This design comes from an exercise in tuning for small area, a short achievable clock period and few clock cycles on the open sky130 flow, not from production work. The RTL was checked by simulation tests, not by an equivalence proof against the original design. Power and IR drop assume default switching activity.

<file path="flow/run.sh">
#!/bin/bash
# synth_recipe.tcl (not shown) runs the flow's synth.tcl, then flattens the netlist and writes it again
# the make line also repeats each setting of config.mk as NAME=value (left out here)
make -C /OpenROAD-flow-scripts/flow DESIGN_CONFIG=/design/flow/config.mk WORK_HOME=/design/flow/orfs CLKGATE_MAP_FILE= SYNTH_SCRIPT=/design/flow/synth_recipe.tcl finish
</file>
<file path="flow/config.mk">
export PLATFORM = sky130hd
export DESIGN_NAME = dfwt_core
export DESIGN_NICKNAME = dfwt_core
export VERILOG_FILES = /design/flow/design.v
export SDC_FILE = /design/flow/constraint.sdc
export NUM_CORES = 4
export LEC_CHECK = 0
export CAP_MARGIN = 20
export CORE_MARGIN = 2
export CORE_UTILIZATION = 40
export SLEW_MARGIN = 20
</file>
<file path="flow/constraint.sdc">
create_clock -name core_clock -period 9.0 [get_ports {clk}]
set_input_delay 1.8000 -clock core_clock [delete_from_list [all_inputs] [get_ports {clk}]]
set_output_delay 1.8000 -clock core_clock [all_outputs]
set_load 0.01 [all_outputs]
</file>
<file path="flow/design.v">
module dfwt_ser (
    input  wire        clk,
    input  wire        rst,
    input  wire        ld_flux,
    input  wire        ld_byte,
    input  wire        ld_widx,
    input  wire [31:0] ld_val,
    input  wire        gate,
    output wire        idle,
    output wire        out_valid,
    input  wire        out_ready,
    output reg  [7:0]  out_byte
);
    localparam M_IDLE = 2'd0, M_FLUX = 2'd1, M_BYTE = 2'd2, M_WIDX = 2'd3;
    reg [1:0]  mode;
    reg [31:0] t;      
    assign idle      = (mode == M_IDLE);
    assign out_valid = !idle;
    wire [5:0] widx_k = (t > 32'd63) ? 6'd63 : t[5:0];
    always @(*) begin
        case (mode)
            M_FLUX: begin
                if (t > 32'd129)     out_byte = 8'hFF;
                else if (t >= 32'd2) out_byte = 8'h80 | (t[7:0] - 8'd2);
                else if (t == 32'd1) out_byte = {7'd0, gate};
                else                 out_byte = 8'h02;
            end
            M_BYTE:  out_byte = t[7:0];
            M_WIDX:  out_byte = {2'b01, widx_k};
            default: out_byte = 8'h00;
        endcase
    end
    always @(posedge clk) begin
        if (rst) begin
            mode <= M_IDLE;
            t    <= 32'd0;
        end else if (idle) begin
            if (ld_flux) begin
                mode <= M_FLUX;
                t    <= ld_val;
            end else if (ld_byte) begin
                mode <= M_BYTE;
                t    <= ld_val;
            end else if (ld_widx) begin
                mode <= M_WIDX;
                t    <= ld_val;
            end
        end else if (out_ready) begin
            case (mode)
                M_FLUX: begin
                    if (t > 32'd129)     t <= t - 32'd129;
                    else if (t >= 32'd1) t <= 32'd0;
                    else                 mode <= M_IDLE;
                end
                M_BYTE: mode <= M_IDLE;
                M_WIDX: begin
                    t <= t - {26'd0, widx_k};
                    if (t <= 32'd63) mode <= M_IDLE;
                end
                default: mode <= M_IDLE;
            endcase
        end
    end
endmodule
module dfwt_core (
    input  wire        clk,
    input  wire        rst,
    input  wire        op_valid,
    output wire        op_ready,
    input  wire [3:0]  op_code,
    input  wire [31:0] op_arg,
    input  wire [5:0]  op_len,
    output wire        out_valid,
    input  wire        out_ready,
    output wire [7:0]  out_byte,
    output wire        busy,
    output wire [15:0] crc,
    output wire [31:0] timestep,
    output wire        gate
);
    localparam OP_CRC_INIT  = 4'h0, OP_CRC_RESET = 4'h1, OP_CRC_BYTE = 4'h2,
               OP_MFM       = 4'h3, OP_FM        = 4'h4, OP_RAW      = 4'h5,
               OP_MFM_CRC   = 4'h6, OP_CONFIG    = 4'h7, OP_FLUSH    = 4'h8,
               OP_BT_RESET  = 4'h9, OP_WRGATE    = 4'hA, OP_FLUX     = 4'hB,
               OP_WAIT_IDX  = 4'hC, OP_STOP      = 4'hD, OP_TR_RESET = 4'hE;
    localparam S_IDLE = 2'd0, S_CELLS = 2'd1, S_PAD = 2'd2, S_EXEC = 2'd3;
    function [15:0] crc_byte(input [15:0] c, input [7:0] b);
        integer i;
        reg [15:0] x;
        begin
            x = c ^ {b, 8'h00};
            for (i = 0; i < 8; i = i + 1)
                x = x[15] ? ((x << 1) ^ 16'h1021) : (x << 1);
            crc_byte = x;
        end
    endfunction
    function [15:0] mfm16(input [7:0] b, input last);
        integer i;
        reg p;
        begin
            p = last;
            for (i = 7; i >= 0; i = i - 1) begin
                mfm16[2*i+1] = ~(p | b[i]);
                mfm16[2*i]   = b[i];
                p = b[i];
            end
        end
    endfunction
    function [15:0] fm16(input [7:0] b);
        integer i;
        begin
            for (i = 7; i >= 0; i = i - 1) begin
                fm16[2*i+1] = 1'b1;
                fm16[2*i]   = b[i];
            end
        end
    endfunction
    reg [1:0]  state;
    reg [15:0] crc_cur, crc_init;
    reg        last_bit;
    reg        gate_r;
    reg [31:0] ts_r;
    reg [14:0] half_r;
    reg [7:0]  precomp_r;
    reg [31:0] cell_buf;
    reg [5:0]  cell_cnt;
    reg [1:0]  pad_cnt;
    reg [3:0]  sr;
    reg [1:0]  warm;
    reg [31:0] acc;
    reg        pend;      
    reg [3:0]  x_code;
    reg [31:0] x_arg;
    reg        ld_flux, ld_byte, ld_widx;
    reg [31:0] ld_val;
    wire       ser_idle;
    dfwt_ser u_ser (
        .clk(clk), .rst(rst),
        .ld_flux(ld_flux), .ld_byte(ld_byte), .ld_widx(ld_widx), .ld_val(ld_val),
        .gate(gate_r), .idle(ser_idle),
        .out_valid(out_valid), .out_ready(out_ready), .out_byte(out_byte)
    );
    assign op_ready = (state == S_IDLE);
    assign busy     = (state != S_IDLE) || !ser_idle;
    assign crc      = crc_cur;
    assign timestep = ts_r;
    assign gate     = gate_r;
    wire op_fire = op_valid && op_ready;
    wire       step  = ((state == S_CELLS) || (state == S_PAD)) && ser_idle;
    wire       cbit  = (state == S_CELLS) ? cell_buf[31] : 1'b0;
    wire [4:0] sr_n  = {sr, cbit};
    wire       cur   = sr_n[2];
    wire       mul_p = (sr_n == 5'b00101);
    wire       mul_m = (sr_n == 5'b10100);
    wire [31:0] wait_t = acc + {17'd0, half_r}
                       + (mul_p ? {24'd0, precomp_r} : 32'd0)
                       - (mul_m ? {24'd0, precomp_r} : 32'd0);
    wire flush_op = (op_code == OP_CONFIG)  || (op_code == OP_FLUSH)   ||
                    (op_code == OP_BT_RESET)|| (op_code == OP_WRGATE)  ||
                    (op_code == OP_FLUX)    || (op_code == OP_WAIT_IDX)||
                    (op_code == OP_STOP)    || (op_code == OP_TR_RESET);
    always @(*) begin
        ld_flux = 1'b0;
        ld_byte = 1'b0;
        ld_widx = 1'b0;
        ld_val  = 32'd0;
        if (step && (warm == 2'd2) && cur) begin
            ld_flux = 1'b1;
            ld_val  = wait_t;
        end else if ((state == S_EXEC) && ser_idle) begin
            case (x_code)
                OP_WRGATE:   begin ld_byte = 1'b1; ld_val = {31'd0, x_arg[0]}; end
                OP_FLUX:     begin ld_flux = 1'b1; ld_val = x_arg; end
                OP_WAIT_IDX: begin ld_widx = (x_arg[15:0] != 16'd0); ld_val = {16'd0, x_arg[15:0]}; end
                OP_STOP:     begin ld_byte = 1'b1; ld_val = 32'h3F; end
                default: ;
            endcase
        end
    end
    always @(posedge clk) begin
        if (rst) begin
            state     <= S_IDLE;
            crc_cur   <= 16'hFFFF;
            crc_init  <= 16'hFFFF;
            last_bit  <= 1'b0;
            gate_r    <= 1'b0;
            ts_r      <= 32'd0;
            half_r    <= 15'd200;
            precomp_r <= 8'd0;
            cell_cnt  <= 6'd0;
            pad_cnt   <= 2'd0;
            sr        <= 4'd0;
            warm      <= 2'd0;
            acc       <= 32'd0;
            pend      <= 1'b0;
            x_code    <= 4'd0;
            x_arg     <= 32'd0;
            cell_buf  <= 32'd0;
        end else begin
            case (state)
                S_IDLE: if (op_fire) begin
                    case (op_code)
                        OP_CRC_INIT: begin
                            crc_cur  <= op_arg[15:0];
                            crc_init <= op_arg[15:0];
                        end
                        OP_CRC_RESET: crc_cur <= crc_init;
                        OP_CRC_BYTE:  crc_cur <= crc_byte(crc_cur, op_arg[7:0]);
                        OP_MFM: begin
                            cell_buf <= {mfm16(op_arg[7:0], last_bit), 16'd0};
                            cell_cnt <= 6'd16;
                            last_bit <= op_arg[0];
                            if (op_arg[8]) crc_cur <= crc_byte(crc_cur, op_arg[7:0]);
                            state    <= S_CELLS;
                        end
                        OP_FM: begin
                            cell_buf <= {fm16(op_arg[7:0]), 16'd0};
                            cell_cnt <= 6'd16;
                            last_bit <= op_arg[0];
                            if (op_arg[8]) crc_cur <= crc_byte(crc_cur, op_arg[7:0]);
                            state    <= S_CELLS;
                        end
                        OP_RAW: if (op_len <= 6'd32) begin
                            cell_buf <= (op_len == 6'd0) ? 32'd0 : (op_arg << (6'd32 - op_len));
                            cell_cnt <= op_len;
                            last_bit <= op_arg[0];
                            if (op_len != 6'd0) state <= S_CELLS;
                        end
                        OP_MFM_CRC: begin
                            cell_buf <= {mfm16(crc_cur[15:8], last_bit), mfm16(crc_cur[7:0], crc_cur[8])};
                            cell_cnt <= 6'd32;
                            last_bit <= crc_cur[0];
                            state    <= S_CELLS;
                        end
                        default: if (flush_op) begin
                            x_code  <= op_code;
                            x_arg   <= op_arg;
                            pad_cnt <= 2'd2;
                            state   <= pend ? S_PAD : S_EXEC;
                        end
                    endcase
                end
                S_EXEC: if (ser_idle) begin
                    case (x_code)
                        OP_CONFIG: begin
                            half_r    <= x_arg[15:1];
                            precomp_r <= x_arg[23:16];
                        end
                        OP_BT_RESET: last_bit <= 1'b0;
                        OP_WRGATE: begin
                            gate_r <= x_arg[0];
                            ts_r   <= ts_r + 32'd1;
                        end
                        OP_FLUX: ts_r <= ts_r + x_arg + 32'd1;
                        OP_TR_RESET: begin
                            gate_r <= 1'b0;
                            ts_r   <= 32'd0;
                        end
                        default: ;
                    endcase
                    state <= S_IDLE;
                end
                default: ;
            endcase
            if (step) begin
                sr   <= sr_n[3:0];
                pend <= 1'b1;
                if (warm != 2'd2)
                    warm <= warm + 2'd1;
                else if (cur) begin
                    acc  <= 32'd0;
                    ts_r <= ts_r + wait_t + 32'd1;
                end else
                    acc  <= acc + {17'd0, half_r};
                if (state == S_CELLS) begin
                    cell_buf <= {cell_buf[30:0], 1'b0};
                    cell_cnt <= cell_cnt - 6'd1;
                    if (cell_cnt == 6'd1) state <= S_IDLE;
                end else begin
                    pad_cnt <= pad_cnt - 2'd1;
                    if (pad_cnt == 2'd1) begin
                        sr    <= 4'd0;
                        warm  <= 2'd0;
                        acc   <= 32'd0;
                        pend  <= 1'b0;
                        state <= S_EXEC;
                    end
                end
            end
        end
    end
endmodule
</file>
==> summary.md <==
| Metric | Value |
|---|---|
| Status | complete, no violations |
| Largest net degree at the start of global routing | 84 |
| Final instance area | 23970 um2 |
| #FFs+latches synth | 240 |
| WL/cell | 22.76 um |
| Seq/Total Area, Yosys | 22.53% |
| Most used cell along the critical path | o21ai_0 |
| Fin Hold WS | 0.4615 ns |
| Fraction of layout cells with a size suffix above 1 | 5.821% |
| Worst EP arrival | 8.12 ns |
| Synth area leader | dfxtp_1 |
| Longest Clk Path Bufs | 3 |
| Leakage | 9.378 nW |
| Remaining antenna violation count after routing | 0 |
| Mapped Nets | 3145 |
| Post-synth top area share | 22.53% |
| Max incr delay on CP | 0.77 ns |
| Global route overflow | 0 |
| Post-CTS Setup Inserts | 0 |
| Die Ht | 234.9 um |
| Worst path required time | 9.53 ns |
| CTS Hold Bufs | 0 |
| Fin Setup TNS | 0 ns |
| Fraction of registers with async set or reset after synthesis | 0% |
| # nets final | 3130 |
| Clk sinks | 240 |
| Tmin final | 7.585 ns |
| Synth warn | 2 |
| Cell count after synthesis | 2963 |
| Post-synthesis cell type count | 97 |
| GRT Util Overall | 28.82% |
| Skew final | 0.01145 ns |
| H-tree lvl count | 1 |
| Reg-to-Reg End | ts_r[31] |
| GPL Wtd Cong | 0.9886 |
| Max Fanout on Critical Path | 8 |
| IO buf count | 105 |
| Post-Synthesis Cell Area | 21330 um2 |
| Max-Cap Viols | 0 |
| Hold Fails Final Rpt | 0 |
| Worst rel slew slack | 24.77% |
| DRT iter0 DRCs | 2030 |
| Drt first pass iters | 9 |
| Total core area | 52660 um2 |
| Vias | 22820 |
| Antenna violations before repair | 1 |
| Reg2Reg Depth | 32 |
| Area grow syn2layout | 12.39% |
| Post-synth EDFFs | 0 |
| Pwr Density | 241.5 nW/um2 |
| Initial Util | 40.50% |
| Final WL | 83.29 mm |
| Syn Area/Cell | 7.198 um2 |
| Final Setup Violations | 0 |
| DP Area | 22860 um2 |
| Startpoint types | flop |
| Slowest CP cell | nor3_1 |
| Worst Setup EP | ts_r[31] |
| CP endpoint kind | flop |
| Worst-Skew Late Latency | 0.60 ns |
| CTS tree | yes |
| Crit Path Class | flop to flop |
| Reg-to-reg slack, setup | 1.42 ns |
| DRC | 0 |
| RSZ-0062 raised after global routing | false |
| Most used flip-flop cell after synthesis | dfxtp_1 |
| Chip width | 234.9 um |
| Num rows | 84 |
| Root Buffer | clkbuf_16 |
| Fmax | 0.1318 GHz |
| Worst slew pin tran | 1.124 ns |
| Min-Delay Path Class | flop to flop |
| CTS resizes | 0 |
| Vias per cell | 6.234 |
| Vias in the first global route | 21470 |
| Ranking of synthesized cells by area | dfxtp_1 23%, nand2_1 7.9%, ha_1 7.3%, a21oi_1 6.6%, o21ai_0 5.0% |
| Maximum VDD drop | 0.1958 mV |
| # fillers | 5347 |
| CTS clk-pin slew, worst paths | 0.07 ns |
| Io pins | 106 |
| Worst Setup SP | state[1] |
| Number of diodes | 0 |
| Hpwl dp | 60.96 mm |
| First-pass GRT wire length | 127.1 mm |
| Die area | 55180 um2 |
| Num CTS Buffers | 31 |
| Ratio of final minimum period to clock period | 84.27% |
| Final max-slew violation count | 0 |
| Worst r2r src | state[1] |
## area by class of cell
cell class / count / area (um2) / area share [%]
Tap cell: 688 / 860.8 / 3.591
Inverter: 105 / 399.1 / 1.665
Sequential cell: 240 / 4805 / 20.04
Multi-Input combinational cell: 2424 / 15450 / 64.44
Clock inverter: 16 / 211.5 / 0.8821
Timing Repair Buffer: 146 / 1355 / 5.653
Clock buffer: 41 / 893.4 / 3.727
## metrics by stage
stage          worst slack (ns)  util, %  cells  power [mW]
2_1_floorplan             2.531        -   2963       3.475
5_1_grt                  0.7476    45.52   3660       6.146
4_1_cts                   1.444    45.50   3660       5.734
6_report                  1.415    45.52   3660       5.789
3_3_place_gp              1.689    43.41   3603       4.317
3_5_place_dp              1.483    43.41   3603       4.343
## placed cells by master, fill, tap and decap left out, drive strengths merged, types with 82 or more instances in the layout
cell and count:
ha 125, nand3 115, inv 105, dfxtp 240, nand2 448, a21oi 282, nor3 93, clkdlybuf4s50 103
nor2 232, xnor2 100, a221oi 82, o21ai 222
## flip-flops by register name (all words and copies together) (netlist names)
signal and cells:
state 2, warm 2, pad_cnt 2, gate_r 1, acc 32, half_r 15, crc_cur 16, last_bit 1
precomp_r 8, u_ser.mode 2, crc_init 16, ts_r 32, u_ser.t 32, x_arg 32, cell_cnt 6, cell_buf 32
sr 4, x_code 4, pend 1
## worst max-delay path: cells and delay by family, from the launching register on
| kind | cells | cell delay, ns |
|---|---|---|
| compound gates | 18 | 3.49 |
| buf+inv | 1 | 0.07 |
| simple gates | 6 | 1.43 |
| flops | 1 | 0.36 |
| fa+ha+maj | 4 | 1.52 |
| xor+xnor | 3 | 0.64 |
## synthesized netlist by cell type (9+ instances only)
cell	count
nand2_1	448
a21oi_1	281
dfxtp_1	240
nor2_1	231
o21ai_0	213
clkbuf_1	174
ha_1	125
nand3_1	114
inv_1	103
xnor2_1	100
nor3_1	91
a221oi_1	82
xor2_1	61
a21o_1	52
o211ai_1	45
and3_1	42
a211oi_1	38
and2_1	36
mux2i_1	31
nand2b_1	29
a22oi_1	25
nor4_1	23
nor2b_1	22
o32ai_1	22
a221o_1	21
a31oi_1	18
mux4_2	18
o22ai_1	18
o21a_1	16
or3_1	16
o21bai_1	14
a21boi_0	12
or2_2	12
fa_1	11
buf_2	10
o31ai_1	10
a222oi_1	9
## logic make-up after synthesis
kind of cell / count (synthesis) / synth area share, %
compound gates: 968 / 29.77
xor+xnor: 163 / 6.793
fa+ha+maj: 136 / 8.366
buf+inv: 299 / 5.391
flops: 240 / 22.53
mux: 52 / 3.514
simple gates: 1105 / 23.64
## report_power, final
part	switching (mW)	internal (mW)	total, mW
Sequential	0.189	1.16	1.35
Combinational	1.95	1.11	3.06
Clock	0.540	0.834	1.37
Total	2.68	3.11	5.79
## per-layer routing
| metal | part of all wire [%] | GRT usage (%) |
|---|---|---|
| met1 | 42 | 37.36 |
| met2 | 47 | 47.88 |
| met5 | 0.017 | 0 |
| met4 | 4.9 | 13.37 |
| met3 | 6.0 | 3.278 |
## how the worst min path moves through the flow
stage / from / end / slack [ns] / cells after the start
final: half_r[4] / half_r[4] / 0.46 / 2
after global routing: half_r[12] / half_r[12] / 0.47 / 2
after CTS: half_r[4] / half_r[4] / 0.46 / 2
after detailed placement: warm[0] / warm[0] / 0.45 / 2
after global placement: warm[0] / warm[0] / 0.44 / 2
after floorplan: warm[0] / warm[0] / 0.43 / 2
Testbench counts, summed over its fixed seeds: cycles 313,169.

-- port drivers added, routing unchanged --
Ports are ideal in the flow. The routed layout listed here was re-timed in OpenROAD. Step 1 (the two cells are an assumption about what drives the block):
set clk [get_ports {clk}]
set_driving_cell -lib_cell sky130_fd_sc_hd__clkbuf_16 $clk
set_driving_cell -lib_cell sky130_fd_sc_hd__buf_2 [delete_from_list [all_inputs] $clk]
Step 2 also shifts input and output timing later by t, the mid clock arrival at the registers, as if the neighbouring blocks saw the same clock. a / b / c = no drivers / after step 1 / after step 2; a / b = the first two.
t, ns: 0.657
setup WS [ns]: 1.415 / 1.415 / 1.415
hold WS [ns]: 0.461 / 0.461 / 0.461
worst slew at a driven data input, ns: 0.04
After both steps this run still meets setup and hold. The setup slack of this run moves by 0.000 ns with the drivers and by 0.000 ns with both steps.
